This design comes from an exercise in tuning for small area and a short achievable clock period on the open sky130 flow, not from production work.
At most, simulation tests tie the RTL to the original design; equivalence was not proved.
Only the layout flow was run in runs 1 and 2; the RTL was not checked for function there.
Power is estimated from default activity; no workload was simulated.

`flow/config.mk`:
```
export PLATFORM = sky130hd
export DESIGN_NAME = sbfp_pipe
export DESIGN_NICKNAME = sbfp_pipe
export VERILOG_FILES = /design/flow/design.v
export SDC_FILE = /design/flow/constraint.sdc
export NUM_CORES = 4
export LEC_CHECK = 0
export CAP_MARGIN = 20
export CORE_MARGIN = 2
export CORE_UTILIZATION = 40
export SLEW_MARGIN = 20
```
`flow/constraint.sdc`:
```
create_clock -name core_clock -period 14.0 [get_ports {clk}]
set_input_delay 2.8000 -clock core_clock [delete_from_list [all_inputs] [get_ports {clk}]]
set_output_delay 2.8000 -clock core_clock [all_outputs]
set_load 0.01 [all_outputs]
```
`flow/design.v`:
```
module sbfp_mul11 (
    input  wire [10:0] a,
    input  wire [10:0] b,
    output wire [21:0] ra,
    output wire [21:0] rb
);
    wire [120:0] pp;
    genvar gi, gj;
    generate for (gi = 0; gi < 11; gi = gi + 1) begin : g_r
        for (gj = 0; gj < 11; gj = gj + 1) begin : g_c
            assign pp[gi*11+gj] = a[gi] & b[gj];
        end end endgenerate
    wire n1, n2, n3, n4, n5, n6, n7, n8, n9, n10, n11, n12, n13, n14, n15, n16;
    wire n17, n18, n19, n20, n21, n22, n23, n24, n25, n26, n27, n28, n29, n30, n31, n32;
    wire n33, n34, n35, n36, n37, n38, n39, n40, n41, n42, n43, n44, n45, n46, n47, n48;
    wire n49, n50, n51, n52, n53, n54, n55, n56, n57, n58, n59, n60, n61, n62, n63, n64;
    wire n65, n66, n67, n68, n69, n70, n71, n72, n73, n74, n75, n76, n77, n78, n79, n80;
    wire n81, n82, n83, n84, n85, n86, n87, n88, n89, n90, n91, n92, n93, n94, n95, n96;
    wire n97, n98, n99, n100, n101, n102, n103, n104, n105, n106, n107, n108, n109, n110, n111, n112;
    wire n113, n114, n115, n116, n117, n118, n119, n120, n121, n122, n123, n124, n125, n126, n127, n128;
    wire n129, n130, n131, n132, n133, n134, n135, n136, n137, n138, n139, n140, n141, n142, n143, n144;
    wire n145, n146, n147, n148, n149, n150, n151, n152, n153, n154, n155, n156, n157, n158, n159, n160;
    wire n161, n162, n163, n164, n165, n166, n167, n168, n169, n170, n171, n172, n173, n174, n175, n176;
    wire n177, n178, n179, n180;
    assign n1 = pp[9] ^ pp[19]; assign n2 = pp[9] & pp[19];
    assign n3 = pp[10] ^ pp[20] ^ pp[30]; assign n4 = (pp[10] & pp[20]) | (pp[10] & pp[30]) | (pp[20] & pp[30]);
    assign n5 = pp[40] ^ pp[50]; assign n6 = pp[40] & pp[50];
    assign n7 = pp[21] ^ pp[31] ^ pp[41]; assign n8 = (pp[21] & pp[31]) | (pp[21] & pp[41]) | (pp[31] & pp[41]);
    assign n9 = pp[51] ^ pp[61]; assign n10 = pp[51] & pp[61];
    assign n11 = pp[32] ^ pp[42] ^ pp[52]; assign n12 = (pp[32] & pp[42]) | (pp[32] & pp[52]) | (pp[42] & pp[52]);
    assign n13 = pp[6] ^ pp[16]; assign n14 = pp[6] & pp[16];
    assign n15 = pp[7] ^ pp[17] ^ pp[27]; assign n16 = (pp[7] & pp[17]) | (pp[7] & pp[27]) | (pp[17] & pp[27]);
    assign n17 = pp[37] ^ pp[47]; assign n18 = pp[37] & pp[47];
    assign n19 = pp[8] ^ pp[18] ^ pp[28]; assign n20 = (pp[8] & pp[18]) | (pp[8] & pp[28]) | (pp[18] & pp[28]);
    assign n21 = pp[38] ^ pp[48] ^ pp[58]; assign n22 = (pp[38] & pp[48]) | (pp[38] & pp[58]) | (pp[48] & pp[58]);
    assign n23 = pp[68] ^ pp[78]; assign n24 = pp[68] & pp[78];
    assign n25 = pp[29] ^ pp[39] ^ pp[49]; assign n26 = (pp[29] & pp[39]) | (pp[29] & pp[49]) | (pp[39] & pp[49]);
    assign n27 = pp[59] ^ pp[69] ^ pp[79]; assign n28 = (pp[59] & pp[69]) | (pp[59] & pp[79]) | (pp[69] & pp[79]);
    assign n29 = pp[89] ^ pp[99] ^ n1; assign n30 = (pp[89] & pp[99]) | (pp[89] & n1) | (pp[99] & n1);
    assign n31 = pp[60] ^ pp[70] ^ pp[80]; assign n32 = (pp[60] & pp[70]) | (pp[60] & pp[80]) | (pp[70] & pp[80]);
    assign n33 = pp[90] ^ pp[100] ^ pp[110]; assign n34 = (pp[90] & pp[100]) | (pp[90] & pp[110]) | (pp[100] & pp[110]);
    assign n35 = n2 ^ n3 ^ n5; assign n36 = (n2 & n3) | (n2 & n5) | (n3 & n5);
    assign n37 = pp[71] ^ pp[81] ^ pp[91]; assign n38 = (pp[71] & pp[81]) | (pp[71] & pp[91]) | (pp[81] & pp[91]);
    assign n39 = pp[101] ^ pp[111] ^ n4; assign n40 = (pp[101] & pp[111]) | (pp[101] & n4) | (pp[111] & n4);
    assign n41 = n6 ^ n7 ^ n9; assign n42 = (n6 & n7) | (n6 & n9) | (n7 & n9);
    assign n43 = pp[62] ^ pp[72] ^ pp[82]; assign n44 = (pp[62] & pp[72]) | (pp[62] & pp[82]) | (pp[72] & pp[82]);
    assign n45 = pp[92] ^ pp[102] ^ pp[112]; assign n46 = (pp[92] & pp[102]) | (pp[92] & pp[112]) | (pp[102] & pp[112]);
    assign n47 = n8 ^ n10 ^ n11; assign n48 = (n8 & n10) | (n8 & n11) | (n10 & n11);
    assign n49 = pp[43] ^ pp[53] ^ pp[63]; assign n50 = (pp[43] & pp[53]) | (pp[43] & pp[63]) | (pp[53] & pp[63]);
    assign n51 = pp[73] ^ pp[83] ^ pp[93]; assign n52 = (pp[73] & pp[83]) | (pp[73] & pp[93]) | (pp[83] & pp[93]);
    assign n53 = pp[103] ^ pp[113] ^ n12; assign n54 = (pp[103] & pp[113]) | (pp[103] & n12) | (pp[113] & n12);
    assign n55 = pp[54] ^ pp[64] ^ pp[74]; assign n56 = (pp[54] & pp[64]) | (pp[54] & pp[74]) | (pp[64] & pp[74]);
    assign n57 = pp[84] ^ pp[94] ^ pp[104]; assign n58 = (pp[84] & pp[94]) | (pp[84] & pp[104]) | (pp[94] & pp[104]);
    assign n59 = pp[65] ^ pp[75] ^ pp[85]; assign n60 = (pp[65] & pp[75]) | (pp[65] & pp[85]) | (pp[75] & pp[85]);
    assign n61 = pp[4] ^ pp[14]; assign n62 = pp[4] & pp[14];
    assign n63 = pp[5] ^ pp[15] ^ pp[25]; assign n64 = (pp[5] & pp[15]) | (pp[5] & pp[25]) | (pp[15] & pp[25]);
    assign n65 = pp[35] ^ pp[45]; assign n66 = pp[35] & pp[45];
    assign n67 = pp[26] ^ pp[36] ^ pp[46]; assign n68 = (pp[26] & pp[36]) | (pp[26] & pp[46]) | (pp[36] & pp[46]);
    assign n69 = pp[56] ^ pp[66] ^ n13; assign n70 = (pp[56] & pp[66]) | (pp[56] & n13) | (pp[66] & n13);
    assign n71 = pp[57] ^ pp[67] ^ pp[77]; assign n72 = (pp[57] & pp[67]) | (pp[57] & pp[77]) | (pp[67] & pp[77]);
    assign n73 = n14 ^ n15 ^ n17; assign n74 = (n14 & n15) | (n14 & n17) | (n15 & n17);
    assign n75 = pp[88] ^ n16 ^ n18; assign n76 = (pp[88] & n16) | (pp[88] & n18) | (n16 & n18);
    assign n77 = n19 ^ n21 ^ n23; assign n78 = (n19 & n21) | (n19 & n23) | (n21 & n23);
    assign n79 = n20 ^ n22 ^ n24; assign n80 = (n20 & n22) | (n20 & n24) | (n22 & n24);
    assign n81 = n25 ^ n27 ^ n29; assign n82 = (n25 & n27) | (n25 & n29) | (n27 & n29);
    assign n83 = n26 ^ n28 ^ n30; assign n84 = (n26 & n28) | (n26 & n30) | (n28 & n30);
    assign n85 = n31 ^ n33 ^ n35; assign n86 = (n31 & n33) | (n31 & n35) | (n33 & n35);
    assign n87 = n32 ^ n34 ^ n36; assign n88 = (n32 & n34) | (n32 & n36) | (n34 & n36);
    assign n89 = n37 ^ n39 ^ n41; assign n90 = (n37 & n39) | (n37 & n41) | (n39 & n41);
    assign n91 = n38 ^ n40 ^ n42; assign n92 = (n38 & n40) | (n38 & n42) | (n40 & n42);
    assign n93 = n43 ^ n45 ^ n47; assign n94 = (n43 & n45) | (n43 & n47) | (n45 & n47);
    assign n95 = n44 ^ n46 ^ n48; assign n96 = (n44 & n46) | (n44 & n48) | (n46 & n48);
    assign n97 = n49 ^ n51 ^ n53; assign n98 = (n49 & n51) | (n49 & n53) | (n51 & n53);
    assign n99 = pp[114] ^ n50 ^ n52; assign n100 = (pp[114] & n50) | (pp[114] & n52) | (n50 & n52);
    assign n101 = n54 ^ n55 ^ n57; assign n102 = (n54 & n55) | (n54 & n57) | (n55 & n57);
    assign n103 = pp[95] ^ pp[105] ^ pp[115]; assign n104 = (pp[95] & pp[105]) | (pp[95] & pp[115]) | (pp[105] & pp[115]);
    assign n105 = n56 ^ n58 ^ n59; assign n106 = (n56 & n58) | (n56 & n59) | (n58 & n59);
    assign n107 = pp[76] ^ pp[86] ^ pp[96]; assign n108 = (pp[76] & pp[86]) | (pp[76] & pp[96]) | (pp[86] & pp[96]);
    assign n109 = pp[106] ^ pp[116] ^ n60; assign n110 = (pp[106] & pp[116]) | (pp[106] & n60) | (pp[116] & n60);
    assign n111 = pp[87] ^ pp[97] ^ pp[107]; assign n112 = (pp[87] & pp[97]) | (pp[87] & pp[107]) | (pp[97] & pp[107]);
    assign n113 = pp[3] ^ pp[13]; assign n114 = pp[3] & pp[13];
    assign n115 = pp[24] ^ pp[34] ^ pp[44]; assign n116 = (pp[24] & pp[34]) | (pp[24] & pp[44]) | (pp[34] & pp[44]);
    assign n117 = pp[55] ^ n62 ^ n63; assign n118 = (pp[55] & n62) | (pp[55] & n63) | (n62 & n63);
    assign n119 = n64 ^ n66 ^ n67; assign n120 = (n64 & n66) | (n64 & n67) | (n66 & n67);
    assign n121 = n68 ^ n70 ^ n71; assign n122 = (n68 & n70) | (n68 & n71) | (n70 & n71);
    assign n123 = n72 ^ n74 ^ n75; assign n124 = (n72 & n74) | (n72 & n75) | (n74 & n75);
    assign n125 = n76 ^ n78 ^ n79; assign n126 = (n76 & n78) | (n76 & n79) | (n78 & n79);
    assign n127 = n80 ^ n82 ^ n83; assign n128 = (n80 & n82) | (n80 & n83) | (n82 & n83);
    assign n129 = n84 ^ n86 ^ n87; assign n130 = (n84 & n86) | (n84 & n87) | (n86 & n87);
    assign n131 = n88 ^ n90 ^ n91; assign n132 = (n88 & n90) | (n88 & n91) | (n90 & n91);
    assign n133 = n92 ^ n94 ^ n95; assign n134 = (n92 & n94) | (n92 & n95) | (n94 & n95);
    assign n135 = n96 ^ n98 ^ n99; assign n136 = (n96 & n98) | (n96 & n99) | (n98 & n99);
    assign n137 = n100 ^ n102 ^ n103; assign n138 = (n100 & n102) | (n100 & n103) | (n102 & n103);
    assign n139 = n104 ^ n106 ^ n107; assign n140 = (n104 & n106) | (n104 & n107) | (n106 & n107);
    assign n141 = pp[117] ^ n108 ^ n110; assign n142 = (pp[117] & n108) | (pp[117] & n110) | (n108 & n110);
    assign n143 = pp[98] ^ pp[108] ^ pp[118]; assign n144 = (pp[98] & pp[108]) | (pp[98] & pp[118]) | (pp[108] & pp[118]);
    assign n145 = pp[2] ^ pp[12]; assign n146 = pp[2] & pp[12];
    assign n147 = pp[23] ^ pp[33] ^ n113; assign n148 = (pp[23] & pp[33]) | (pp[23] & n113) | (pp[33] & n113);
    assign n149 = n61 ^ n114 ^ n115; assign n150 = (n61 & n114) | (n61 & n115) | (n114 & n115);
    assign n151 = n65 ^ n116 ^ n117; assign n152 = (n65 & n116) | (n65 & n117) | (n116 & n117);
    assign n153 = n69 ^ n118 ^ n119; assign n154 = (n69 & n118) | (n69 & n119) | (n118 & n119);
    assign n155 = n73 ^ n120 ^ n121; assign n156 = (n73 & n120) | (n73 & n121) | (n120 & n121);
    assign n157 = n77 ^ n122 ^ n123; assign n158 = (n77 & n122) | (n77 & n123) | (n122 & n123);
    assign n159 = n81 ^ n124 ^ n125; assign n160 = (n81 & n124) | (n81 & n125) | (n124 & n125);
    assign n161 = n85 ^ n126 ^ n127; assign n162 = (n85 & n126) | (n85 & n127) | (n126 & n127);
    assign n163 = n89 ^ n128 ^ n129; assign n164 = (n89 & n128) | (n89 & n129) | (n128 & n129);
    assign n165 = n93 ^ n130 ^ n131; assign n166 = (n93 & n130) | (n93 & n131) | (n130 & n131);
    assign n167 = n97 ^ n132 ^ n133; assign n168 = (n97 & n132) | (n97 & n133) | (n132 & n133);
    assign n169 = n101 ^ n134 ^ n135; assign n170 = (n101 & n134) | (n101 & n135) | (n134 & n135);
    assign n171 = n105 ^ n136 ^ n137; assign n172 = (n105 & n136) | (n105 & n137) | (n136 & n137);
    assign n173 = n109 ^ n138 ^ n139; assign n174 = (n109 & n138) | (n109 & n139) | (n138 & n139);
    assign n175 = n111 ^ n140 ^ n141; assign n176 = (n111 & n140) | (n111 & n141) | (n140 & n141);
    assign n177 = n112 ^ n142 ^ n143; assign n178 = (n112 & n142) | (n112 & n143) | (n142 & n143);
    assign n179 = pp[109] ^ pp[119] ^ n144; assign n180 = (pp[109] & pp[119]) | (pp[109] & n144) | (pp[119] & n144);
    assign ra = {1'b0, pp[120], n178, n176, n174, n172, n170, n168, n166, n164, n162, n160, n158, n156, n154, n152, n150, n148, n146, pp[22], pp[1], pp[0]};
    assign rb = {1'b0, n180, n179, n177, n175, n173, n171, n169, n167, n165, n163, n161, n159, n157, n155, n153, n151, n149, n147, n145, pp[11], 1'b0};
endmodule
module sbfp_pipe (
    input  wire        clk,
    input  wire        rst,         
    input  wire        in_valid,
    input  wire [1:0]  op,
    input  wire [63:0] x,
    input  wire [15:0] y,
    output reg         out_valid,
    output wire [63:0] r
);
    wire [15:0] a = x[15:0];
    wire [15:0] b = y;
    wire       sa = a[15], sb = b[15];
    wire [4:0] ea = a[14:10], eb = b[14:10];
    wire [9:0] fa = a[9:0],   fb = b[9:0];
    wire       na = |ea, nb = |eb;
    wire [4:0] Ea = {ea[4:1], ea[0] | ~na};         
    wire [4:0] Eb = {eb[4:1], eb[0] | ~nb};
    wire [10:0] siga = {na, fa};
    wire [10:0] sigb = {nb, fb};
    wire       amax = &ea, bmax = &eb;
    wire       fa_nz = |fa, fb_nz = |fb;
    wire       a_nan = amax & fa_nz, b_nan = bmax & fb_nz;
    wire       a_inf = amax & ~fa_nz, b_inf = bmax & ~fb_nz;
    wire       a_zero = ~na & ~fa_nz, b_zero = ~nb & ~fb_nz;
    wire [21:0] ra, rb;
    sbfp_mul11 u_mul (.a(siga), .b(sigb), .ra(ra), .rb(rb));
    wire [6:0]  e21_mul = {2'b00, Ea} + {2'b00, Eb} - 7'd14;
    wire        m_nan = a_nan | b_nan | (a_inf & b_zero) | (b_inf & a_zero);
    wire        m_inf = a_inf | b_inf;
    wire        m_sign = (sa ^ sb) & ~a_zero & ~b_zero;
    wire        swap = b[14:0] > a[14:0];
    wire [4:0]  EL   = swap ? Eb : Ea;
    wire [4:0]  ES   = swap ? Ea : Eb;
    wire [10:0] sigl = swap ? sigb : siga;
    wire [10:0] sigs = swap ? siga : sigb;
    wire [4:0]  d    = EL - ES;
    wire [11:0] bsh  = {sigs, 1'b0} >> d;
    reg  [10:0] smask;
    integer i;
    always @* for (i = 0; i <= 10; i = i + 1) smask[i] = (d >= i + 2);
    wire        sticky = |(sigs & smask);
    wire        eff_sub = sa ^ sb;
    wire [13:0] opl = {1'b0, sigl, 2'b00};
    wire [13:0] ops = {1'b0, bsh, sticky};
    wire        is_add = op[0];
    wire [21:0] ca = is_add ? {opl, eff_sub, 7'd0} : ra;
    wire [21:0] cb = is_add ? {ops ^ {14{eff_sub}}, eff_sub, 7'd0} : rb;
    wire [21:0] csum = ca + cb;
    wire        a_cancel = (a[14:0] == b[14:0]) & (eff_sub | a_zero);
    wire        s_sign = (swap ? sb : sa) & ~a_cancel;
    wire        s_nan = a_nan | b_nan | (a_inf & b_inf & eff_sub);
    wire        s_inf = a_inf | b_inf;
    wire        s_isign = a_inf ? sa : sb;
    wire        t  = x[63];
    wire [10:0] xe = x[62:52];
    wire [51:0] g  = x[51:0];
    wire        g_nz = |g;
    wire        x_max = &xe;
    wire        x_zero = ~|xe & ~g_nz;
    wire [9:0]  nan_pl = g_nz ? ((|g[50:41]) ? g[50:41] : 10'd1) : 10'd0;
    wire [11:0] xe_m = {1'b0, xe} - 12'd1008;
    wire [6:0]  e21_enc = xe_m[11] ? ((xe < 11'd996) ? 7'h74 : xe_m[6:0])
                        : ((xe > 11'd1039) ? 7'd31 : xe_m[6:0]);
    reg  [21:0] V;
    reg  [6:0]  E21;
    reg         sgn, spec;
    always @* begin
        case (op)
            2'b00: begin    
                spec = x_max;
                sgn  = t & ~x_zero;
                if (x_max) begin
                    V = {1'b1, nan_pl, 11'd0}; E21 = 7'd1;
                end else begin
                    V = x_zero ? 22'd0 : {1'b1, g[51:42], 11'd0}; E21 = e21_enc;
                end
            end
            2'b01: begin    
                spec = amax;
                sgn  = sa;
                V    = amax ? {1'b1, fa_nz, fa, 10'd0} : {na, fa, 11'd0};
                E21  = {2'b00, Ea};
            end
            2'b10: begin    
                spec = m_nan | m_inf;
                sgn  = m_nan ? 1'b0 : m_sign | (m_inf & (sa ^ sb));
                V    = (m_nan | m_inf) ? {1'b1, 9'd0, m_nan, 11'd0} : csum;
                E21  = (m_nan | m_inf) ? 7'd1 : e21_mul;
            end
            default: begin  
                spec = s_nan | s_inf;
                sgn  = s_nan ? 1'b0 : (s_inf ? s_isign : s_sign);
                V    = (s_nan | s_inf) ? {1'b1, 9'd0, s_nan, 11'd0} : {csum[21:8], 8'd0};
                E21  = (s_nan | s_inf) ? 7'd1 : {2'b00, EL} + 7'd1;
            end
        endcase
    end
    reg         v1;
    reg  [21:0] V1;
    reg  [6:0]  E1;
    reg         sgn1, spec1, dec1;
    always @(posedge clk) begin
        out_valid <= in_valid & ~rst;
        V1   <= V;
        E1   <= E21;
        sgn1 <= sgn;
        spec1 <= spec;
        dec1 <= (op == 2'b01);
    end
    wire        rmode = E1[6] | (E1 == 7'd0);           
    reg  [21:0] lim;
    integer j;
    always @* for (j = 0; j <= 21; j = j + 1)
        lim[j] = ~dec1 & (E1 == 7'd22 - j);
    wire [21:0] Vm = V1 | lim;
    reg  [4:0]  lz;
    integer k;
    always @* begin
        lz = 5'd22;
        for (k = 0; k <= 21; k = k + 1)
            if (Vm[k]) lz = 5'd21 - k;
    end
    wire [5:0]  sh = rmode ? (6'd32 - E1[5:0]) : {1'b0, ~lz};
    wire [54:0] U  = {13'd0, V1, 20'd0} >> sh;
    wire [10:0] W  = U[10:0];
    wire [6:0]  ex = E1 - {2'b00, lz};
    wire        ovf = W[10] & ~ex[6] & (ex[5] | (&ex[4:0]));    
    wire [4:0]  ef = (spec1 | ovf) ? 5'd31 : (W[10] ? ex[4:0] : 5'd0);
    wire [9:0]  ff = (ovf & ~spec1) ? 10'd0 : W[9:0];
    wire [10:0] dex = spec1 ? 11'h7FF : (W[10] ? 11'd1008 + {{4{ex[6]}}, ex} : 11'd0);
    assign r[63]    = dec1 & sgn1;
    assign r[62:52] = dec1 ? dex : 11'd0;
    assign r[51:42] = dec1 ? W[9:0] : 10'd0;
    assign r[41]    = dec1 & spec1 & V1[10];
    assign r[40:16] = 25'd0;
    assign r[15]    = ~dec1 & sgn1;
    assign r[14:10] = dec1 ? 5'd0 : ef;
    assign r[9:0]   = dec1 ? 10'd0 : ff;
endmodule
```
`flow/run.sh`:
```
#!/bin/bash
# synth_recipe.tcl (not shown) runs the flow's synth.tcl, then flattens the netlist and writes it again
# the make line also repeats each setting of config.mk as NAME=value (left out here)
make -C /OpenROAD-flow-scripts/flow DESIGN_CONFIG=/design/flow/config.mk WORK_HOME=/design/flow/orfs CLKGATE_MAP_FILE= SYNTH_SCRIPT=/design/flow/synth_recipe.tcl finish
```
==> run_results.csv, run 1 <==
group,metric,value,unit
outcome,status,"timing/DRC/antenna clean",
clock_network,cts-root-buf,"clkbuf_16",
synth,synth_edf_count,0,
floorplan,dieHeight,169,microns
clock_network,cts_resized,0,
routing,drtIter0Drc,1276,
synth,synth_top_area_cell,"fa_1",
clock_network,numCtsBuffers,5,
job,cap_violations,0,
clock_network,tritoncts,"yes",
synth,yosys.area_share.simple,24.3,%
pwr,leakagePower,5.39,nW
global_route,grt_pass1_wl,59400,microns
cells_and_area,final_common_cell,"nand2_1",
worst_hold_path,min_path_cells,2,
pwr,peakVddDrop,64.4,uV
synth,synth_area_leaders,"fa_1 15%, ha_1 9.3%, mux2i_1 7.8%, dfxtp_1 6.0%, nand2_1 4.7%",
sta,max_freq,0.0913,GHz
synth,synth-compound-area-share,21.2,%
cells_and_area,final_cell_area,0.0125,sq mm
sta,setup_tns,0,ns
clock_network,post_cts.repair.setup_buffers,0,
floorplan,coreArea,0.0269,sq mm
clock_network,path_clk_slew,0.06,ns
clock_network,cts_buffer_depth,2,
placed_design,placedCellCount,1829,
sta,worst_slew_pin_slew,1.08,ns
synth,yosys_warnings,1,
critical_path,crit_top_cell,"ha_1",
worst_hold_path,hold_path_end,"out_valid",
synth,synth_top_family_by_area,"adder cells",
synth,netlist_area,0.0109,sq mm
cells_and_area,fin_cells,1837,
routing,first_pass_iters,9,
placed_design,hpwl,29400,microns
sta,fin_crit_sh,78.2,%
synth,yosys_register_bits,33,
synth,synth_top_area_share,15.2,%
cells_and_area,num-nets-final,1744,
critical_path,crit_path_max_fanout,29,
routing,num_vias,11200,
worst_hold_path,hold_class,"primary input to flip-flop",
routing,drc_errors,0,
clock_network,h-tree-depth,2,
global_route,grt_max_degree,66,
cells_and_area,num-fill-cells,2730,
synth,async_reset_ff_share,0,%
routing,routed_wl,37800,microns
synth,synthFlopType,"dfxtp_1",
routing,avgRoutedWirePerCell,20.6,microns
cells_and_area,area_growth,14.0,%
clock_network,cts_sinks,33,
sta,slew_violations,0,
sta,setup_viol,0,
floorplan,die_w,169,microns
placed_design,placed_area,0.0123,sq mm
routing,antenna_left,0,
floorplan,num_rows,60,
placed_design,globalplace.congestion,0.987,
synth,netlist_instances,1429,
critical_path,cp_slowest_cell,"a2111oi_0",
critical_path,arrival,11.18,ns
global_route,grtUsageTotal,25.9,%
worst_hold_path,min-delay-start,"rst",
global_route,grt_pass1_vias,10700,
routing,routed_via_density,6.08,
sta,finalHoldViolations,0,
pwr,p_per_area,127,mW/mm^2
synth,synthMuxAreaShare,11.6,%
floorplan,start_util,40.7,%
global_route,grt_overflow,0,
critical_path,endpoint_kind,"flip-flop",
floorplan,dieArea,0.0287,sq mm
critical_path,cp-start-kind,"primary input",
sta,min_period,10.95,ns
clock_network,cts_hold_buffers,0,
synth,synth_cell_types,90,
placed_design,numPortBuffers,124,
synth,ys_seq_area_share,6.04,%
global_route,antenna_found_initial,0,
cells_and_area,n_antenna_cell,0,
critical_path,worstSetupPathType,"primary input to flip-flop",
cells_and_area,layout_common_cells,"137 x nand2_1, 131 x inv_1, 123 x clkdlybuf4s50_1, 118 x nor2_1, 84 x mux2i_1",
critical_path,required,14.22,ns
synth,synthXorXnorAreaFrac,2.40,%
sta,rsz0062_at_grt,"false",
critical_path,cp_slowest_stage_delay,0.87,ns
synth,syn_avg_cell_area,7.65,sq um
synth,synth_fa_ha_area_share,24.5,%
floorplan,ioPinCount,150,
cells_and_area,drive_above_1_share,6.42,%
sta,relSlewSlack,27.5,%
[worst max-delay path by stage]
stage | end | slack (ns) | cells after the start | from
3_5_place_dp | V1[20] | 2.82 | 31 | y[0]
4_1_cts | V1[20] | 3.08 | 31 | y[0]
3_3_place_gp | V1[20] | 2.86 | 31 | y[0]
5_1_grt | V1[20] | 2.46 | 31 | y[0]
6_report | V1[20] | 3.05 | 31 | y[0]
2_1_floorplan | V1[20] | 4.29 | 35 | x[9]
[critical path, delay by kind of cell]
kind,cells,cell delay (ns)
AND/OR/NAND/NOR,11,2.55
buffers and inverters,4,1.69
adder cells (fa/ha/maj),4,1.19
AO/OA/AOI/OAI,12,2.94
[area by class of cell]
type	instances	area, sq um	area share [%]
clock buffers	5	125	1.00
clock inverters	3	68.8	0.552
flip-flops and latches	33	661	5.30
multi-input cells	1177	9290	74.5
repair buffers	145	1390	11.2
inverters	133	499	4.01
well taps	341	427	3.42
[routing by layer]
metal	share of wire, %	track usage (%)	routed length, microns
met5	0	0	0
met3	8.1	3.85	3060
met1	43	35.1	16400
met2	46	43.5	17600
met4	2.2	6.21	823
[where the power goes]
group          leakage, nW  internal (W)  switching (W)
sequential           0.275      0.000119      0.0000623
clock               0.0944      0.000103      0.0000435
combinational         5.02      0.000554       0.000706
[kinds of logic (layout without fill, tap and decap cells)]
logic type,count (synthesis),in the layout
simple gates,517,517
compound gates,329,329
buf+inv,243,286
fa+ha+maj,164,164
mux,112,112
flops,33,33
xor+xnor,30,30
other cells,1,25
[metrics by stage]
| step | setup WS [ns] | util [%] | power [W] | hold WS (ns) |
|---|---|---|---|---|
| after floorplan | 4.29 | - | 0.00106 | 2.87 |
| after global placement | 2.86 | 45.6 | 0.00141 | 3.34 |
| after detailed placement | 2.82 | 45.6 | 0.00142 | 3.34 |
| after CTS | 3.08 | 46.3 | 0.00157 | 3.05 |
| after global routing | 2.46 | 46.4 | 0.00172 | 3.07 |
| final | 3.05 | 46.4 | 0.00159 | 3.05 |
[registers in the layout (all words and copies together), names as in the netlist]
signal and count:
V1 22, E1 7, dec1 1, sgn1 1, spec1 1, out_valid 1
[cell usage after synthesis, drive strengths merged (9+ instances only)]
library cell,instances
o21ai,49
a311oi,19
mux2i,85
o22ai,12
clkbuf,58
and2,74
and3,17
buf,52
a21o,14
nand2b,9
inv,131
mux2,17
nand2,138
dfxtp,33
a41o,11
nor2b,11
nand3,26
fa,83
o31ai,14
a211oi,11
xor2,15
a31oi,28
nor3,41
ha,81
or4,9
o211ai,12
nor4,21
nand4,16
a21oi,74
xnor2,15
mux4,10
nor2,119
o221ai,10
==> run 2, diff against run 1 <==
--- a/flow/config.mk
+++ b/flow/config.mk
@@ -6,6 +6,8 @@
 export NUM_CORES = 4
 export LEC_CHECK = 0
+export ABC_CLOCK_PERIOD_IN_PS = 6000
 export CAP_MARGIN = 20
 export CORE_MARGIN = 2
 export CORE_UTILIZATION = 40
+export SETUP_SLACK_MARGIN = 5
 export SLEW_MARGIN = 20
==> run 2 against run 1 <==
Against the previous run: still clean; wire length rose by 1.5%; sequential power about the same; clock power is essentially flat; global-route usage grew 0.088 points; sequential cell count unchanged; utilization increased by 2.7 points; via count increased by 2.6%; first-iteration DRC count grew 8.9%; sequential share of layout area fell by 0.30 points; worst setup slack better by 1.9 ns; clock-buffer cell count unchanged; critical path type unchanged.
==> run_results.csv, run 2 <==
group,metric,value,unit
routing,num_vias,11400,
critical_path,crit_path_max_fanout,5,
floorplan,dieHeight,169,microns
global_route,grt_max_degree,66,
floorplan,num_rows,60,
synth,async_reset_ff_share,0,%
clock_network,cts_hold_buffers,0,
clock_network,numCtsBuffers,5,
routing,wl_met3,2910,microns
synth,synth_area_leaders,"fa_1 15%, ha_1 9.3%, mux2i_1 7.8%, dfxtp_1 6.0%, nand2_1 4.7%",
routing,antenna_left,0,
pwr,leakagePower,5.73,nW
global_route,antenna_found_initial,0,
synth,yosys_register_bits,33,
cells_and_area,final_common_cell,"nand2_1",
floorplan,ioPinCount,150,
routing,routed_via_density,6.07,
critical_path,worstSetupPathType,"primary input to flip-flop",
placed_design,placed_area,0.0123,sq mm
synth,syn_avg_cell_area,7.65,sq um
synth,synth_edf_count,0,
worst_hold_path,hold_class,"primary input to flip-flop",
cells_and_area,fin_util,49.1,%
critical_path,cp-start-kind,"primary input",
synth,synth-compound-area-share,21.2,%
placed_design,numPortBuffers,124,
outcome,status,"timing/DRC/antenna clean",
global_route,grt_pass1_wl,59600,microns
pwr,p_per_area,127,mW/mm^2
critical_path,cp_slowest_stage_delay,0.57,ns
routing,wl_met1,16400,microns
cells_and_area,area_growth,20.7,%
critical_path,endpoint_kind,"flip-flop",
global_route,grt_overflow,0,
clock_network,cts_buffer_depth,2,
sta,rsz0062_at_grt,"true",
cells_and_area,reg_top3,"V1 (22), E1 (7)",
sta,setup_tns,0,ns
sta,min_period,9.01,ns
synth,post-synth-top-count-cell,"nand2_1",
routing,avgRoutedWirePerCell,20.4,microns
routing,drtIter0Drc,1390,
floorplan,dieArea,0.0287,sq mm
global_route,grt_pass1_vias,10700,
routing,first_pass_iters,6,
cells_and_area,n_antenna_cell,0,
critical_path,cp_slowest_cell,"or4_4",
synth,ys_seq_area_share,6.04,%
cells_and_area,largest_register_ff_count,22,
clock_network,path_clk_slew,0.06,ns
synth,yosys.area_share.simple,24.3,%
synth,synth_top_area_cell,"fa_1",
sta,finalHoldViolations,0,
routing,highest_layer,"met4",
clock_network,h-tree-depth,2,
synth,synthFlopType,"dfxtp_1",
job,cap_violations,0,
sta,relSlewSlack,39.2,%
cells_and_area,final_cell_area,0.0132,sq mm
clock_network,cts-root-buf,"clkbuf_16",
synth,synth_top_area_share,15.2,%
clock_network,cts_sinks,33,
sta,slew_violations,0,
cells_and_area,drive_above_1_share,12.6,%
synth,synth_cell_types,90,
sta,max_freq,0.111,GHz
synth,synth_fa_ha_area_share,24.5,%
synth,synth_top_family_by_area,"adder cells",
pwr,peakVddDrop,55.8,uV
sta,setup_viol,0,
synth,netlist_area,0.0109,sq mm
placed_design,hpwl,28800,microns
floorplan,die_w,169,microns
synth,netlist_top_cells_count,"137 x nand2_1, 131 x inv_1, 119 x nor2_1",
global_route,grtUsageTotal,26.0,%
synth,yosys_warnings,1,
cells_and_area,num-nets-final,1792,
cells_and_area,max_flop_register,"V1",
cells_and_area,layout_common_cells,"135 x nand2_1, 128 x inv_1, 116 x nor2_1, 106 x clkdlybuf4s50_1, 85 x mux2i_1",
critical_path,required,14.21,ns
floorplan,coreArea,0.0269,sq mm
sta,holdWs,2.97,ns
sta,fin_crit_sh,64.4,%
routing,wl_met2,17800,microns
floorplan,start_util,40.7,%
clock_network,tritoncts,"yes",
sta,worst_slew_pin_slew,0.911,ns
routing,drc_errors,0,
synth,synthXorXnorAreaFrac,2.40,%
synth,synthMuxAreaShare,11.6,%
routing,routed_wl,38400,microns
placed_design,globalplace.congestion,0.965,
critical_path,arrival,9.22,ns
synth,netlist_instances,1429,
==> run 2: cell count changes in the layout (fill, tap and decap cells not counted), moves of 4 or more <==
| cell | previous run | this run |
|---|---|---|
| ha_4 | 0 | 8 |
| a21oi_2 | 1 | 6 |
| buf_6 | 0 | 4 |
| dlymetal6s2s_1 | 0 | 5 |
| buf_4 | 21 | 58 |
| clkdlybuf4s50_1 | 123 | 106 |
| a21oi_1 | 72 | 66 |
| ha_1 | 81 | 71 |
==> run 2: path summary, 6_finish.rpt <==
kind	start	end	slack (ns)	cells past startpoint
hold / removal	x[14]	E1[4]	2.97	3
setup / recovery	x[8]	V1[20]	4.99	32
==> run 2: logic make-up after synthesis <==
kind of cell             count (synthesis)
AND/OR/NAND/NOR                        517
other                                    1
AO/OA/AOI/OAI                          329
buffers and inverters                  243
flip-flops                              33
adder cells (fa/ha/maj)                164
multiplexers                           112
XOR/XNOR                                30
==> run 2: area by class of cell <==
class / count / area, sq um
flip-flops and latches: 33 / 661
inverters: 133 / 512
clock inverters: 3 / 68.8
fillers: 2653 / 13700
well taps: 341 / 427
repair buffers: 192 / 1820
clock buffers: 5 / 125
multi-input cells: 1178 / 9580
==> run 2: stage by stage <==
step / setup slack, ns / total power [W] / cells
after floorplan: 5.00 / 0.00107 / 1453
after global placement: 3.21 / 0.00141 / 1832
after detailed placement: 3.07 / 0.00142 / 1832
after CTS: 5.00 / 0.00161 / 1865
after global routing: 4.74 / 0.00181 / 1885
final: 4.99 / 0.00167 / 1885
==> run 2: metal layers <==
metal  global-route usage, %  vias to the layer above
met5                       0                        -
met4                    8.81                        0
met3                    2.66                      101
met2                    43.6                      569
met1                    35.0                     5476
li1                        -                     5302
==> run 2: timing repair <==
| item | CTS | global route |
|---|---|---|
| setup buffers | 24 | 19 |
| setup endpoints to repair | 14 | 7 |
| cloned | 1 | 1 |
| resized for setup | 46 | 55 |
| pin swaps | 14 | 23 |
==> run 2: report_power, final <==
group / internal [W] / switching (W) / total [W]
logic: 0.000610 / 0.000740 / 0.00135
clock network: 0.000103 / 0.0000429 / 0.000145
registers: 0.000119 / 0.0000601 / 0.000179
total: 0.000832 / 0.000843 / 0.00167
==> run 2: critical path: cells and delay by family <==
kind / cells / cell delay, ns
AO/OA/AOI/OAI: 12 / 2.28
buffers and inverters: 5 / 1.00
adder cells (fa/ha/maj): 4 / 1.01
AND/OR/NAND/NOR: 11 / 2.15
==> run 3, diff against run 2 <==
--- a/flow/design.v
+++ b/flow/design.v
@@ -126,6 +126,28 @@
     output wire [63:0] r
 );
-    wire [15:0] a = x[15:0];
-    wire [15:0] b = y;
+    wire        t  = x[63];
+    wire [10:0] xe = x[62:52];
+    wire [51:0] g  = x[51:0];
+    wire        g_nz   = |g;
+    wire        x_max  = &xe;
+    wire        x_zero = ~|xe & ~g_nz;
+    wire [9:0]  nan_pl = g_nz ? ((|g[50:41]) ? g[50:41] : 10'd1) : 10'd0;
+    wire [6:0]  xe_lo  = xe[6:0] + 7'd16;              
+    wire        xe_big = (xe > 11'd1039);
+    wire        xe_sml = (xe < 11'd996);
+    wire [6:0]  e21_enc = x_max ? 7'd1 : xe_big ? 7'd31 : xe_sml ? 7'h74 : xe_lo;
+    wire [10:0] v_enc   = x_max ? {1'b1, nan_pl} : x_zero ? 11'd0 : {1'b1, g[51:42]};
+    wire        swap = op[1] & (y[14:0] > x[14:0]);
+    reg         v1;
+    reg  [1:0]  op1;
+    reg  [15:0] A1, B1;
+    always @(posedge clk) begin
+        v1  <= in_valid & ~rst;
+        op1 <= op;
+        A1  <= (op == 2'b00) ? {t & ~x_zero, x_max, 3'b000, v_enc} : swap ? y : x[15:0];
+        B1  <= (op == 2'b00) ? {9'd0, e21_enc} : swap ? x[15:0] : y;
+    end
+    wire [15:0] a = A1;
+    wire [15:0] b = B1;
     wire       sa = a[15], sb = b[15];
     wire [4:0] ea = a[14:10], eb = b[14:10];
@@ -147,9 +169,8 @@
     wire        m_inf = a_inf | b_inf;
     wire        m_sign = (sa ^ sb) & ~a_zero & ~b_zero;
-    wire        swap = b[14:0] > a[14:0];
-    wire [4:0]  EL   = swap ? Eb : Ea;
-    wire [4:0]  ES   = swap ? Ea : Eb;
-    wire [10:0] sigl = swap ? sigb : siga;
-    wire [10:0] sigs = swap ? siga : sigb;
+    wire [4:0]  EL   = Ea;
+    wire [4:0]  ES   = Eb;
+    wire [10:0] sigl = siga;
+    wire [10:0] sigs = sigb;
     wire [4:0]  d    = EL - ES;
     wire [11:0] bsh  = {sigs, 1'b0} >> d;
@@ -161,36 +182,23 @@
     wire [13:0] opl = {1'b0, sigl, 2'b00};
     wire [13:0] ops = {1'b0, bsh, sticky};
-    wire        is_add = op[0];
+    wire        is_add = op1[0];
     wire [21:0] ca = is_add ? {opl, eff_sub, 7'd0} : ra;
     wire [21:0] cb = is_add ? {ops ^ {14{eff_sub}}, eff_sub, 7'd0} : rb;
     wire [21:0] csum = ca + cb;
     wire        a_cancel = (a[14:0] == b[14:0]) & (eff_sub | a_zero);
-    wire        s_sign = (swap ? sb : sa) & ~a_cancel;
+    wire        s_sign = sa & ~a_cancel;
     wire        s_nan = a_nan | b_nan | (a_inf & b_inf & eff_sub);
     wire        s_inf = a_inf | b_inf;
     wire        s_isign = a_inf ? sa : sb;
-    wire        t  = x[63];
-    wire [10:0] xe = x[62:52];
-    wire [51:0] g  = x[51:0];
-    wire        g_nz = |g;
-    wire        x_max = &xe;
-    wire        x_zero = ~|xe & ~g_nz;
-    wire [9:0]  nan_pl = g_nz ? ((|g[50:41]) ? g[50:41] : 10'd1) : 10'd0;
-    wire [11:0] xe_m = {1'b0, xe} - 12'd1008;
-    wire [6:0]  e21_enc = xe_m[11] ? ((xe < 11'd996) ? 7'h74 : xe_m[6:0])
-                        : ((xe > 11'd1039) ? 7'd31 : xe_m[6:0]);
     reg  [21:0] V;
     reg  [6:0]  E21;
     reg         sgn, spec;
     always @* begin
-        case (op)
+        case (op1)
             2'b00: begin    
-                spec = x_max;
-                sgn  = t & ~x_zero;
-                if (x_max) begin
-                    V = {1'b1, nan_pl, 11'd0}; E21 = 7'd1;
-                end else begin
-                    V = x_zero ? 22'd0 : {1'b1, g[51:42], 11'd0}; E21 = e21_enc;
-                end
+                spec = a[14];
+                sgn  = a[15];
+                V    = {a[10:0], 11'd0};
+                E21  = b[6:0];
             end
             2'b01: begin    
@@ -214,22 +222,22 @@
         endcase
     end
-    reg         v1;
-    reg  [21:0] V1;
-    reg  [6:0]  E1;
-    reg         sgn1, spec1, dec1;
+    reg         v2;
+    reg  [21:0] V2;
+    reg  [6:0]  E2;
+    reg         sgn2, spec2, dec2;
     always @(posedge clk) begin
-        out_valid <= in_valid & ~rst;
-        V1   <= V;
-        E1   <= E21;
-        sgn1 <= sgn;
-        spec1 <= spec;
-        dec1 <= (op == 2'b01);
-    end
-    wire        rmode = E1[6] | (E1 == 7'd0);           
+        v2    <= v1 & ~rst;
+        V2    <= V;
+        E2    <= E21;
+        sgn2  <= sgn;
+        spec2 <= spec;
+        dec2  <= (op1 == 2'b01);
+    end
+    wire        rmode = E2[6] | (E2 == 7'd0);           
     reg  [21:0] lim;
     integer j;
     always @* for (j = 0; j <= 21; j = j + 1)
-        lim[j] = ~dec1 & (E1 == 7'd22 - j);
-    wire [21:0] Vm = V1 | lim;
+        lim[j] = ~dec2 & (E2 == 7'd22 - j);
+    wire [21:0] Vm = V2 | lim;
     reg  [4:0]  lz;
     integer k;
@@ -239,19 +247,19 @@
             if (Vm[k]) lz = 5'd21 - k;
     end
-    wire [5:0]  sh = rmode ? (6'd32 - E1[5:0]) : {1'b0, ~lz};
-    wire [54:0] U  = {13'd0, V1, 20'd0} >> sh;
+    wire [5:0]  sh = rmode ? (6'd32 - E2[5:0]) : {1'b0, ~lz};
+    wire [54:0] U  = {13'd0, V2, 20'd0} >> sh;
     wire [10:0] W  = U[10:0];
-    wire [6:0]  ex = E1 - {2'b00, lz};
+    wire [6:0]  ex = E2 - {2'b00, lz};
     wire        ovf = W[10] & ~ex[6] & (ex[5] | (&ex[4:0]));    
-    wire [4:0]  ef = (spec1 | ovf) ? 5'd31 : (W[10] ? ex[4:0] : 5'd0);
-    wire [9:0]  ff = (ovf & ~spec1) ? 10'd0 : W[9:0];
-    wire [10:0] dex = spec1 ? 11'h7FF : (W[10] ? 11'd1008 + {{4{ex[6]}}, ex} : 11'd0);
-    assign r[63]    = dec1 & sgn1;
-    assign r[62:52] = dec1 ? dex : 11'd0;
-    assign r[51:42] = dec1 ? W[9:0] : 10'd0;
-    assign r[41]    = dec1 & spec1 & V1[10];
-    assign r[40:16] = 25'd0;
-    assign r[15]    = ~dec1 & sgn1;
-    assign r[14:10] = dec1 ? 5'd0 : ef;
-    assign r[9:0]   = dec1 ? 10'd0 : ff;
+    wire [4:0]  ef = (spec2 | ovf) ? 5'd31 : (W[10] ? ex[4:0] : 5'd0);
+    wire [9:0]  ff = (ovf & ~spec2) ? 10'd0 : W[9:0];
+    wire [10:0] dex = spec2 ? 11'h7FF : (W[10] ? 11'd1008 + {{4{ex[6]}}, ex} : 11'd0);
+    reg  [22:0] rhi;    
+    reg  [15:0] rlo;    
+    always @(posedge clk) begin
+        out_valid <= v2 & ~rst;
+        rhi <= dec2 ? {sgn2, dex, W[9:0], spec2 & V2[10]} : 23'd0;
+        rlo <= dec2 ? 16'd0 : {sgn2, ef, ff};
+    end
+    assign r = {rhi, 25'd0, rlo};
 endmodule
==> flow/flow/run.sh (new file) <==
#!/bin/bash
# The standard layout (standard.sh: ORFS synthesis to finish, unchanged
# scripts and constraints), with the resizer asked to aim 9 ns above the
# clock's setup requirement (SETUP_SLACK_MARGIN) instead of the 0-5 ns the
# flow settings allow, so that it keeps sizing the paths that the 14 ns
# clock already meets. make's output goes to make.log; each ORFS step keeps
# its own log under orfs/logs/.
set -euo pipefail
bash standard.sh SETUP_SLACK_MARGIN=9 finish > make.log 2>&1
==> flow/standard.sh (new file) <==
#!/bin/bash
# synth_recipe.tcl (not shown) runs the flow's synth.tcl, then flattens the netlist and writes it again
# the make line also repeats each setting of config.mk as NAME=value (left out here)
make -C /OpenROAD-flow-scripts/flow DESIGN_CONFIG=/design/flow/config.mk WORK_HOME=/design/flow/orfs CLKGATE_MAP_FILE= SYNTH_SCRIPT=/design/flow/synth_recipe.tcl "${@:-finish}"
--- a/flow/config.mk
+++ b/flow/config.mk
@@ -6,8 +6,6 @@
 export NUM_CORES = 4
 export LEC_CHECK = 0
-export ABC_CLOCK_PERIOD_IN_PS = 6000
 export CAP_MARGIN = 20
 export CORE_MARGIN = 2
 export CORE_UTILIZATION = 40
-export SETUP_SLACK_MARGIN = 5
 export SLEW_MARGIN = 20
removed: flow/run.sh
==> run 3 against run 2 <==
Against the previous run: still clean; synthesized area rose by 15%; synthesized cell count rose by 7.8%; non-clock buffer count fell by 21; worst hold slack got worse by 2.5 ns; via count rose by 3.3%; cell count rose by 8.2%; total power rose by 84%; design area rose by 14%; largest power group unchanged; highest routed layer unchanged.
==> run_results.csv, run 3 <==
group,metric,value,unit
critical_path,arrival,5.51,ns
floorplan,ioPinCount,150,
critical_path,rr_worst_depth,20,
cells_and_area,fin_util,47.9,%
critical_path,cp_slowest_stage_delay,0.50,ns
cells_and_area,final_common_cell,"inv_1",
routing,routed_wl,40300,microns
critical_path,path_buf_inv,2,
clock_network,cts-root-buf,"clkbuf_16",
job,cap_violations,0,
critical_path,crit_path_max_fanout,4,
sta,min_period,5.30,ns
critical_path,r2r_start,"B1[13]",
outcome,status,"timing/DRC/antenna clean",
synth,netlist_area,0.0126,sq mm
critical_path,worstSetupPathType,"flip-flop to flip-flop",
global_route,antenna_found_initial,0,
synth,netlist_instances,1540,
routing,num_vias,11800,
floorplan,coreArea,0.0313,sq mm
routing,routed_via_density,5.80,
synth,syn_avg_cell_area,8.19,sq um
placed_design,numPortBuffers,124,
critical_path,ff2ff_setup_slack,8.70,ns
synth,synth_top_area_share,17.1,%
synth,synth_cell_types,88,
placed_design,dpl_worst_slack,7.87,ns
critical_path,cp-start-kind,"flip-flop",
synth,post-synth-top-count-cell,"inv_1",
sta,slew_violations,0,
cells_and_area,drive_above_1_share,13.7,%
critical_path,cp_num_cells,20,
sta,relSlewSlack,33.2,%
placed_design,globalplace.congestion,0.937,
cells_and_area,largest_register_ff_count,23,
floorplan,dieArea,0.0330,sq mm
clock_network,cts_hold_buffers,0,
global_route,grt_pass1_vias,11500,
sta,worst_slack,8.70,ns
critical_path,timing.critical_path.from,"B1[13]",
sta,max_freq,0.189,GHz
global_route,grt_max_degree,54,
critical_path,cp_slowest_cell,"fa_1",
clock_network,path_clk_slew,0.08,ns
synth,synth_top_area_cell,"dfxtp_1",
sta,rsz0062_at_grt,"true",
pwr,leakagePower,6.55,nW
critical_path,crit_chain,"inv_2 > nand4_1 > or2_4 > and2_4 > fa_1 > fa_2 > fa_2 > fa_1 > fa_1 > mux2_4 > ha_4 > buf_4 > a21oi_4 > a31oi_4 > a41oi_2 > a21oi_2 > and4_1 > a2111oi_4 > xor2_1 > o22ai_1",
routing,drc_errors,0,
cells_and_area,n_antenna_cell,0,
clock_network,numCtsBuffers,9,
sta,worst_slew_pin_slew,1.00,ns
cells_and_area,reg_top3,"rhi (23), V2 (22)",
routing,avgRoutedWirePerCell,19.7,microns
synth,netlist_top_cells_count,"125 x inv_1, 117 x nand2_1, 108 x dfxtp_1",
global_route,grtUsageTotal,24.0,%
routing,first_pass_iters,7,
floorplan,start_util,40.3,%
floorplan,dieHeight,182,microns
synth,yosys_register_bits,108,
clock_network,cts_sinks,108,
critical_path,crit_top_cell,"fa_1",
synth,synthFlopType,"dfxtp_1",
synth,async_reset_ff_share,0,%
cells_and_area,max_flop_register,"rhi",
global_route,grt_pass1_wl,63100,microns
clock_network,cts_buffer_depth,2,
sta,skew,0.0160,ns
synth,synth_edf_count,0,
clock_network,tritoncts,"yes",
cells_and_area,area_growth,18.9,%
global_route,grt_overflow,0,
cells_and_area,num-nets-final,1885,
pwr,peakVddDrop,121,uV
sta,setup_tns,0,ns
synth,yosys_warnings,1,
pwr,p_per_area,206,mW/mm^2
clock_network,insertion_delay,0.37,ns
critical_path,endpoint_kind,"flip-flop",
placed_design,hpwl,29700,microns
sta,fin_crit_sh,37.8,%
routing,antenna_left,0,
worst_hold_path,hold_class,"flip-flop to flip-flop",
floorplan,die_w,182,microns
synth,ys_seq_area_share,17.1,%
critical_path,required,14.22,ns
cells_and_area,layout_common_cells,"118 x inv_1, 117 x clkdlybuf4s50_1, 114 x nand2_1, 100 x nor2_1, 85 x dfxtp_1",
critical_path,crit_family,"adder cells",
clock_network,h-tree-depth,3,
critical_path,r2r_end,"V2[20]",
sta,setup_viol,0,
sta,finalHoldViolations,0,
routing,drtIter0Drc,937,
floorplan,num_rows,65,
synth,synth_area_leaders,"dfxtp_1 17%, fa_1 13%, ha_1 8.2%, mux2i_1 6.3%, inv_1 3.7%",
critical_path,endpoint,"V2[20]",
-- run 3: layout make-up --
class,count,area [sq um]
clock buffer,10,239
clock inverter,6,78.8
fill,3068,16300
inverter,126,473
multi-input combinational,1217,9850
sequential,108,2190
tap,402,503
timing repair buffer,171,1660
-- run 3: worst reg2reg max path, delay by kind of cell (launching register included) --
family                     cells  cell delay, ns
adders and majority gates      6            2.48
and+or+nand+nor                4            0.88
xor gates and xnor gates       1            0.17
muxes                          1            0.29
buffers and inverters          2            0.20
DFF                            1            0.34
AOI/OAI and AO/OA              6            0.82
-- run 3: logic make-up after synthesis --
family / Yosys count / share of synthesized area (%)
AO/OA/AOI/OAI: 351 / 18.8
XOR/XNOR: 46 / 3.20
adder cells (fa/ha/maj): 168 / 21.7
buffers and inverters: 239 / 8.42
flip-flops: 108 / 17.1
multiplexers: 111 / 9.31
other: 1 / 0.0297
AND/OR/NAND/NOR: 516 / 21.4
-- run 3: metrics by stage --
step / hold slack [ns] / instance area, sq um / power [W] / cells
after floorplan: 0.414 / 12800 / 0.00196 / 1564
after global placement: 0.418 / 14100 / 0.00246 / 1996
after detailed placement: 0.433 / 14100 / 0.00247 / 1996
after CTS: 0.453 / 14700 / 0.00286 / 2033
after global routing: 0.469 / 15000 / 0.00331 / 2040
final: 0.444 / 15000 / 0.00308 / 2040
-- run 3: metal layers --
| metal | part of all wire [%] | routed length, microns | GRT usage, % | vias to the layer above |
|---|---|---|---|---|
| met5 | 0 | 0 | 0 | - |
| met3 | 5.5 | 2200 | 2.91 | 87 |
| met4 | 3.2 | 1300 | 8.62 | 0 |
| met2 | 50 | 20000 | 43.1 | 473 |
| li1 | - | - | - | 5564 |
| met1 | 42 | 16800 | 29.5 | 5703 |
-- run 3: worst min path at each step --
stage          from        end  slack, ns  cells after the start
6_report         v2  out_valid       0.44                      1
3_5_place_dp     v2  out_valid       0.43                      1
2_1_floorplan    v2  out_valid       0.41                      1
4_1_cts          v2  out_valid       0.45                      1
5_1_grt          v2  out_valid       0.47                      1
3_3_place_gp     v2  out_valid       0.42                      1
-- run 3: repair_timing --
| item | in CTS | in global routing |
|---|---|---|
| resized for setup | 45 | 50 |
| pin swaps | 23 | 24 |
| buffers inserted | 19 | 7 |
| setup endpoints to repair | 64 | 70 |
| cloned | 2 | 0 |
-- run 3: power by group --
part           internal (W)  switching [W]  total, W
clock              0.000148       0.000130  0.000278
sequential         0.000391       0.000119  0.000510
combinational       0.00109        0.00121   0.00230
total               0.00163        0.00146   0.00308
==> run 4, diff against run 3 <==
--- a/flow/design.v
+++ b/flow/design.v
@@ -138,5 +138,4 @@
     wire [6:0]  e21_enc = x_max ? 7'd1 : xe_big ? 7'd31 : xe_sml ? 7'h74 : xe_lo;
     wire [10:0] v_enc   = x_max ? {1'b1, nan_pl} : x_zero ? 11'd0 : {1'b1, g[51:42]};
-    wire        swap = op[1] & (y[14:0] > x[14:0]);
     reg         v1;
     reg  [1:0]  op1;
@@ -145,6 +144,6 @@
         v1  <= in_valid & ~rst;
         op1 <= op;
-        A1  <= (op == 2'b00) ? {t & ~x_zero, x_max, 3'b000, v_enc} : swap ? y : x[15:0];
-        B1  <= (op == 2'b00) ? {9'd0, e21_enc} : swap ? x[15:0] : y;
+        A1  <= (op == 2'b00) ? {t & ~x_zero, x_max, 3'b000, v_enc} : x[15:0];
+        B1  <= (op == 2'b00) ? {9'd0, e21_enc} : y;
     end
     wire [15:0] a = A1;
@@ -169,8 +168,9 @@
     wire        m_inf = a_inf | b_inf;
     wire        m_sign = (sa ^ sb) & ~a_zero & ~b_zero;
-    wire [4:0]  EL   = Ea;
-    wire [4:0]  ES   = Eb;
-    wire [10:0] sigl = siga;
-    wire [10:0] sigs = sigb;
+    wire        swap = b[14:0] > a[14:0];
+    wire [4:0]  EL   = swap ? Eb : Ea;
+    wire [4:0]  ES   = swap ? Ea : Eb;
+    wire [10:0] sigl = swap ? sigb : siga;
+    wire [10:0] sigs = swap ? siga : sigb;
     wire [4:0]  d    = EL - ES;
     wire [11:0] bsh  = {sigs, 1'b0} >> d;
@@ -182,22 +182,19 @@
     wire [13:0] opl = {1'b0, sigl, 2'b00};
     wire [13:0] ops = {1'b0, bsh, sticky};
-    wire        is_add = op1[0];
-    wire [21:0] ca = is_add ? {opl, eff_sub, 7'd0} : ra;
-    wire [21:0] cb = is_add ? {ops ^ {14{eff_sub}}, eff_sub, 7'd0} : rb;
-    wire [21:0] csum = ca + cb;
     wire        a_cancel = (a[14:0] == b[14:0]) & (eff_sub | a_zero);
-    wire        s_sign = sa & ~a_cancel;
+    wire        s_sign = (swap ? sb : sa) & ~a_cancel;
     wire        s_nan = a_nan | b_nan | (a_inf & b_inf & eff_sub);
     wire        s_inf = a_inf | b_inf;
     wire        s_isign = a_inf ? sa : sb;
-    reg  [21:0] V;
+    reg  [21:0] CA, CB;
     reg  [6:0]  E21;
     reg         sgn, spec;
     always @* begin
+        CB = 22'd0;
         case (op1)
             2'b00: begin    
                 spec = a[14];
                 sgn  = a[15];
-                V    = {a[10:0], 11'd0};
+                CA   = {a[10:0], 11'd0};
                 E21  = b[6:0];
             end
@@ -205,5 +202,5 @@
                 spec = amax;
                 sgn  = sa;
-                V    = amax ? {1'b1, fa_nz, fa, 10'd0} : {na, fa, 11'd0};
+                CA   = amax ? {1'b1, fa_nz, fa, 10'd0} : {na, fa, 11'd0};
                 E21  = {2'b00, Ea};
             end
@@ -211,5 +208,6 @@
                 spec = m_nan | m_inf;
                 sgn  = m_nan ? 1'b0 : m_sign | (m_inf & (sa ^ sb));
-                V    = (m_nan | m_inf) ? {1'b1, 9'd0, m_nan, 11'd0} : csum;
+                CA   = (m_nan | m_inf) ? {1'b1, 9'd0, m_nan, 11'd0} : ra;
+                CB   = (m_nan | m_inf) ? 22'd0 : rb;
                 E21  = (m_nan | m_inf) ? 7'd1 : e21_mul;
             end
@@ -217,5 +215,6 @@
                 spec = s_nan | s_inf;
                 sgn  = s_nan ? 1'b0 : (s_inf ? s_isign : s_sign);
-                V    = (s_nan | s_inf) ? {1'b1, 9'd0, s_nan, 11'd0} : {csum[21:8], 8'd0};
+                CA   = (s_nan | s_inf) ? {1'b1, 9'd0, s_nan, 11'd0} : {opl, eff_sub, 7'd0};
+                CB   = (s_nan | s_inf) ? 22'd0 : {ops ^ {14{eff_sub}}, eff_sub, 7'd0};
                 E21  = (s_nan | s_inf) ? 7'd1 : {2'b00, EL} + 7'd1;
             end
@@ -223,10 +222,11 @@
     end
     reg         v2;
-    reg  [21:0] V2;
+    reg  [21:0] CA2, CB2;
     reg  [6:0]  E2;
     reg         sgn2, spec2, dec2;
     always @(posedge clk) begin
         v2    <= v1 & ~rst;
-        V2    <= V;
+        CA2   <= CA;
+        CB2   <= CB;
         E2    <= E21;
         sgn2  <= sgn;
@@ -234,10 +234,22 @@
         dec2  <= (op1 == 2'b01);
     end
-    wire        rmode = E2[6] | (E2 == 7'd0);           
+    reg         v3;
+    reg  [21:0] V3;
+    reg  [6:0]  E3;
+    reg         sgn3, spec3, dec3;
+    always @(posedge clk) begin
+        v3    <= v2 & ~rst;
+        V3    <= CA2 + CB2;
+        E3    <= E2;
+        sgn3  <= sgn2;
+        spec3 <= spec2;
+        dec3  <= dec2;
+    end
+    wire        rmode = E3[6] | (E3 == 7'd0);           
     reg  [21:0] lim;
     integer j;
     always @* for (j = 0; j <= 21; j = j + 1)
-        lim[j] = ~dec2 & (E2 == 7'd22 - j);
-    wire [21:0] Vm = V2 | lim;
+        lim[j] = ~dec3 & (E3 == 7'd22 - j);
+    wire [21:0] Vm = V3 | lim;
     reg  [4:0]  lz;
     integer k;
@@ -247,18 +259,18 @@
             if (Vm[k]) lz = 5'd21 - k;
     end
-    wire [5:0]  sh = rmode ? (6'd32 - E2[5:0]) : {1'b0, ~lz};
-    wire [54:0] U  = {13'd0, V2, 20'd0} >> sh;
+    wire [5:0]  sh = rmode ? (6'd32 - E3[5:0]) : {1'b0, ~lz};
+    wire [54:0] U  = {13'd0, V3, 20'd0} >> sh;
     wire [10:0] W  = U[10:0];
-    wire [6:0]  ex = E2 - {2'b00, lz};
+    wire [6:0]  ex = E3 - {2'b00, lz};
     wire        ovf = W[10] & ~ex[6] & (ex[5] | (&ex[4:0]));    
-    wire [4:0]  ef = (spec2 | ovf) ? 5'd31 : (W[10] ? ex[4:0] : 5'd0);
-    wire [9:0]  ff = (ovf & ~spec2) ? 10'd0 : W[9:0];
-    wire [10:0] dex = spec2 ? 11'h7FF : (W[10] ? 11'd1008 + {{4{ex[6]}}, ex} : 11'd0);
+    wire [4:0]  ef = (spec3 | ovf) ? 5'd31 : (W[10] ? ex[4:0] : 5'd0);
+    wire [9:0]  ff = (ovf & ~spec3) ? 10'd0 : W[9:0];
+    wire [10:0] dex = spec3 ? 11'h7FF : (W[10] ? 11'd1008 + {{4{ex[6]}}, ex} : 11'd0);
     reg  [22:0] rhi;    
     reg  [15:0] rlo;    
     always @(posedge clk) begin
-        out_valid <= v2 & ~rst;
-        rhi <= dec2 ? {sgn2, dex, W[9:0], spec2 & V2[10]} : 23'd0;
-        rlo <= dec2 ? 16'd0 : {sgn2, ef, ff};
+        out_valid <= v3 & ~rst;
+        rhi <= dec3 ? {sgn3, dex, W[9:0], spec3 & V3[10]} : 23'd0;
+        rlo <= dec3 ? 16'd0 : {sgn3, ef, ff};
     end
     assign r = {rhi, 25'd0, rlo};
==> flow/flow/run.sh (replaced) <==
#!/bin/bash
# The standard layout (standard.sh: ORFS from synthesis to finish, with
# the standard flow's synthesis script, config and constraints), with three changes:
#  - SETUP_SLACK_MARGIN=10: the resizer aims 10 ns above the clock's setup
#    requirement (the flow settings allow at most 5), so that it keeps
#    sizing paths that the 14 ns clock already meets;
#  - ADDER_MAP_FILE= (empty): synthesis skips extracting full and half
#    adder cells, so ABC maps the adder and multiplier trees itself;
#  - ABC_AREA=1: ABC's area script.
# Registers are untouched: same synthesis script, same flip-flops and names.
# make's output goes to make.log; each ORFS step keeps its own log under
# orfs/logs/.
set -euo pipefail
bash standard.sh SETUP_SLACK_MARGIN=10 ADDER_MAP_FILE= ABC_AREA=1 finish > make.log 2>&1
==> run 4 against run 3 <==
Against the previous run: critical endpoint is now A1[1]; synthesized cell count grew 45%; combinational power decreased by 46%; utilization rose by 2.3 points.
==> run_results.csv, run 4 <==
group,metric,value,unit
outcome,status,"timing/DRC/antenna clean",
synth,synth_cell_types,56,
cells_and_area,layout_common_cells,"603 x nand2_1, 295 x inv_1, 264 x nor2_1, 184 x o21ai_0, 148 x dfxtp_1",
synth,yosys_warnings,1,
worst_hold_path,hold_class,"flip-flop to flip-flop",
clock_network,cts-root-buf,"clkbuf_16",
cells_and_area,multiInputGateArea,0.00849,sq mm
clock_network,numCtsBuffers,17,
floorplan,dieArea,0.0337,sq mm
sta,max_freq,0.251,GHz
sta,holdWs,0.324,ns
placed_design,hpwl,33600,microns
sta,min_period,3.98,ns
routing,antenna_left,0,
worst_hold_path,hold_path_end,"dec3",
critical_path,cp_slowest_cell,"clkdlybuf4s50_1",
synth,yosys.area_share.simple,36.6,%
floorplan,start_util,40.8,%
global_route,grt_pass1_vias,13400,
critical_path,endpoint_kind,"flip-flop",
placed_design,placed_area,0.0145,sq mm
global_route,met2_usage,45.5,%
critical_path,crit_chain,"clkdlybuf4s50_1 > inv_1 > nor3_2 > nand3_2 > a21oi_1 > a21oi_2",
cells_and_area,final_cell_area,0.0159,sq mm
routing,avgRoutedWirePerCell,15.6,microns
sta,rsz0062_at_grt,"true",
critical_path,worstSetupPathType,"primary input to flip-flop",
routing,drtIter0Drc,1024,
critical_path,cp-start-kind,"primary input",
global_route,grt_pass1_wl,68100,microns
floorplan,die_w,184,microns
global_route,grt_overflow,0,
clock_network,cts_hold_buffers,0,
synth,synth_top_area_cell,"dfxtp_1",
cells_and_area,largest_register_ff_count,23,
global_route,met1_usage,30.0,%
synth,syn_avg_cell_area,5.79,sq um
sta,fin_crit_sh,28.4,%
synth,post-synth-top-count-cell,"nand2_1",
placed_design,globalplace.congestion,0.975,
floorplan,num_rows,65,
synth,synth_area_leaders,"dfxtp_1 25%, nand2_1 18%, inv_1 9.2%, nor2_1 7.9%, o21ai_0 7.4%",
synth,ys_seq_area_share,25.1,%
clock_network,cts_sinks,162,
cells_and_area,final_common_cell,"nand2_1",
sta,skew,0.0150,ns
global_route,antenna_found_initial,0,
global_route,grtUsageTotal,25.4,%
global_route,grt_max_degree,31,
cells_and_area,num-fill-cells,3282,
job,cap_violations,0,
synth,synthFlopType,"dfxtp_1",
critical_path,crit_path_max_fanout,5,
cells_and_area,n_antenna_cell,0,
sta,slew_violations,0,
synth,yosys_register_bits,162,
sta,finalHoldViolations,0,
clock_network,h-tree-depth,4,
routing,routed_via_density,5.26,
pwr,total_power,0.00236,W
clock_network,path_clk_slew,0.07,ns
pwr,p_per_area,148,mW/mm^2
cells_and_area,fin_util,50.2,%
floorplan,coreArea,0.0316,sq mm
synth,synth_top_area_share,25.1,%
clock_network,tritoncts,"yes",
global_route,grt.busiest_layer,"met2",
worst_hold_path,min-delay-start,"dec2",
pwr,peakVddDrop,91.5,uV
critical_path,r2r_end,"rlo[5]",
clock_network,insertion_delay,0.45,ns
synth,synth_top_family_by_area,"simple AND/OR/NAND/NOR gates",
synth,synth-compound-area-share,18.6,%
critical_path,cp_slowest_stage_delay,0.57,ns
cells_and_area,regArea,0.00328,sq mm
synth,async_reset_ff_share,0,%
sta,relSlewSlack,42.6,%
synth,synth_edf_count,0,
synth,netlist_top_cells_count,"612 x nand2_1, 315 x inv_1, 272 x nor2_1",
cells_and_area,num-nets-final,2473,
critical_path,path_buf_inv,2,
floorplan,ioPinCount,150,
cells_and_area,area_growth,23.0,%
routing,first_pass_iters,6,
synth,synthXorXnorAreaFrac,6.45,%
sta,setup_viol,0,
routing,num_vias,14700,
sta,worst_slew_pin_slew,0.860,ns
cells_and_area,max_flop_register,"rhi",
routing,routed_wl,43800,microns
global_route,gr-usage-met3,3.74,%
cells_and_area,reg_top3,"rhi (23), CA2 (22), V3 (22)",
routing,drc_errors,0,
placed_design,numPortBuffers,124,
critical_path,rr_worst_depth,18,
sta,setup_tns,0,ns
critical_path,required,14.32,ns
critical_path,ff2ff_setup_slack,10.26,ns
synth,netlist_area,0.0129,sq mm
worst_hold_path,min_path_cells,0,
synth,netlist_instances,2231,
pwr,leakagePower,8.11,nW
critical_path,arrival,4.29,ns
floorplan,dieHeight,184,microns
critical_path,r2r_start,"E3[2]",
critical_path,timing.critical_path.from,"x[62]",
critical_path,crit_family,"buffers and inverters",
synth,synthMuxAreaShare,0.155,%
synth,synth_fa_ha_area_share,0.0775,%
clock_network,cts_buffer_depth,2,
cells_and_area,drive_above_1_share,10.2,%
## run 4: cell types whose count changed after synthesis, sizes merged, moves of 55 or more
cell,delta
mux2i,-77
nor2,+164
inv,+202
ha,-83
nand2,+500
o21ai,+140
and2,-65
nand3,+88
xor2,+55
fa,-84
## run 4: through the flow
| step | worst slack (ns) | std cells |
|---|---|---|
| finish | 10.02 | 2803 |
| global route | 9.94 | 2803 |
| CTS | 9.98 | 2760 |
| detailed placement | 9.16 | 2721 |
| global placement | 9.13 | 2721 |
| floorplan | 9.83 | 2255 |
## run 4: worst max-delay path by stage
stage	slack, ns	end	depth (start not counted)
floorplan	9.83	A1[15]	6
global placement	9.13	A1[1]	5
detailed placement	9.16	A1[1]	7
CTS	9.98	A1[2]	7
global route	9.94	A1[9]	6
finish	10.02	A1[1]	6
## run 4: cell families (layout without fill, tap and decap cells)
logic type / count (synthesis) / count (layout)
other: 1 / 25
xor gates and xnor gates: 95 / 95
adders and majority gates: 1 / 1
buffers and inverters: 411 / 551
and+or+nand+nor: 1133 / 1139
AOI/OAI and AO/OA: 426 / 426
muxes: 2 / 2
DFF: 162 / 162
## run 4: area by class of cell
| cell class | instances | area share [%] |
|---|---|---|
| inverters | 329 | 7.99 |
| flip-flops and latches | 162 | 20.6 |
| repair inverters | 2 | 0.0630 |
| well taps | 402 | 3.17 |
| clock inverters | 14 | 1.10 |
| multi-input cells | 1688 | 53.4 |
| clock buffers | 18 | 2.70 |
| repair buffers | 188 | 10.9 |
## run 4: repair_timing
action,CTS,global route
gates resized for setup,96,128
setup endpoints to repair,84,67
setup buffers,4,38
pin swaps,17,37
gates cloned,3,5
## run 4: metal layers
metal	part of all wire (%)	wire length [microns]
met1	41	17900
met2	48	21200
met3	6.5	2850
met4	4.1	1810
met5	0	0
## run 4: report_power, final
part	internal (W)	switching, W
clock network	0.000269	0.000215
registers	0.000562	0.0000567
logic	0.000446	0.000808
total	0.00128	0.00108

[separate check: timing with driven ports]
How much do the figures lean on ideal ports? The routed layouts below were timed once more, with nothing changed but the port constraints. Step 1: set_driving_cell puts a clkbuf_16 on clk and a buf_2 on each other input, an assumption about the parent block. Step 2 times the ports against the registers' clock, not the clock port: input delays grow and output delays shrink by t, the midpoint of the rising clock arrivals with the driver on. Three values: ideal ports, drivers, drivers and shift; two values: the first two.
| run | t, ns | slack for setup (ns) | worst hold slack (ns) | worst setup path after step 2 | slew at the worst register clock pin (ns) |
|---|---|---|---|---|---|
| run 1 | 0.312 | 3.046 / 3.058 / 2.746 | 3.047 / 3.035 / 3.347 | input to register | 0.06 / 0.06 |
| run 2 | 0.327 | 4.990 / 5.012 / 4.685 | 2.967 / 2.944 / 3.271 | input to register | 0.06 / 0.06 |
| run 3 | 0.412 | 8.705 / 8.705 / 8.705 | 0.444 / 0.444 / 0.444 | register to register | 0.09 / 0.09 |
| run 4 | 0.489 | 10.022 / 10.043 / 9.554 | 0.324 / 0.324 / 0.324 | input to register | 0.08 / 0.08 |
After both steps setup and hold are still met in every run listed. For run 4, which loses most, drivers alone change the setup slack by +0.021 ns; drivers and shift together by -0.468 ns.
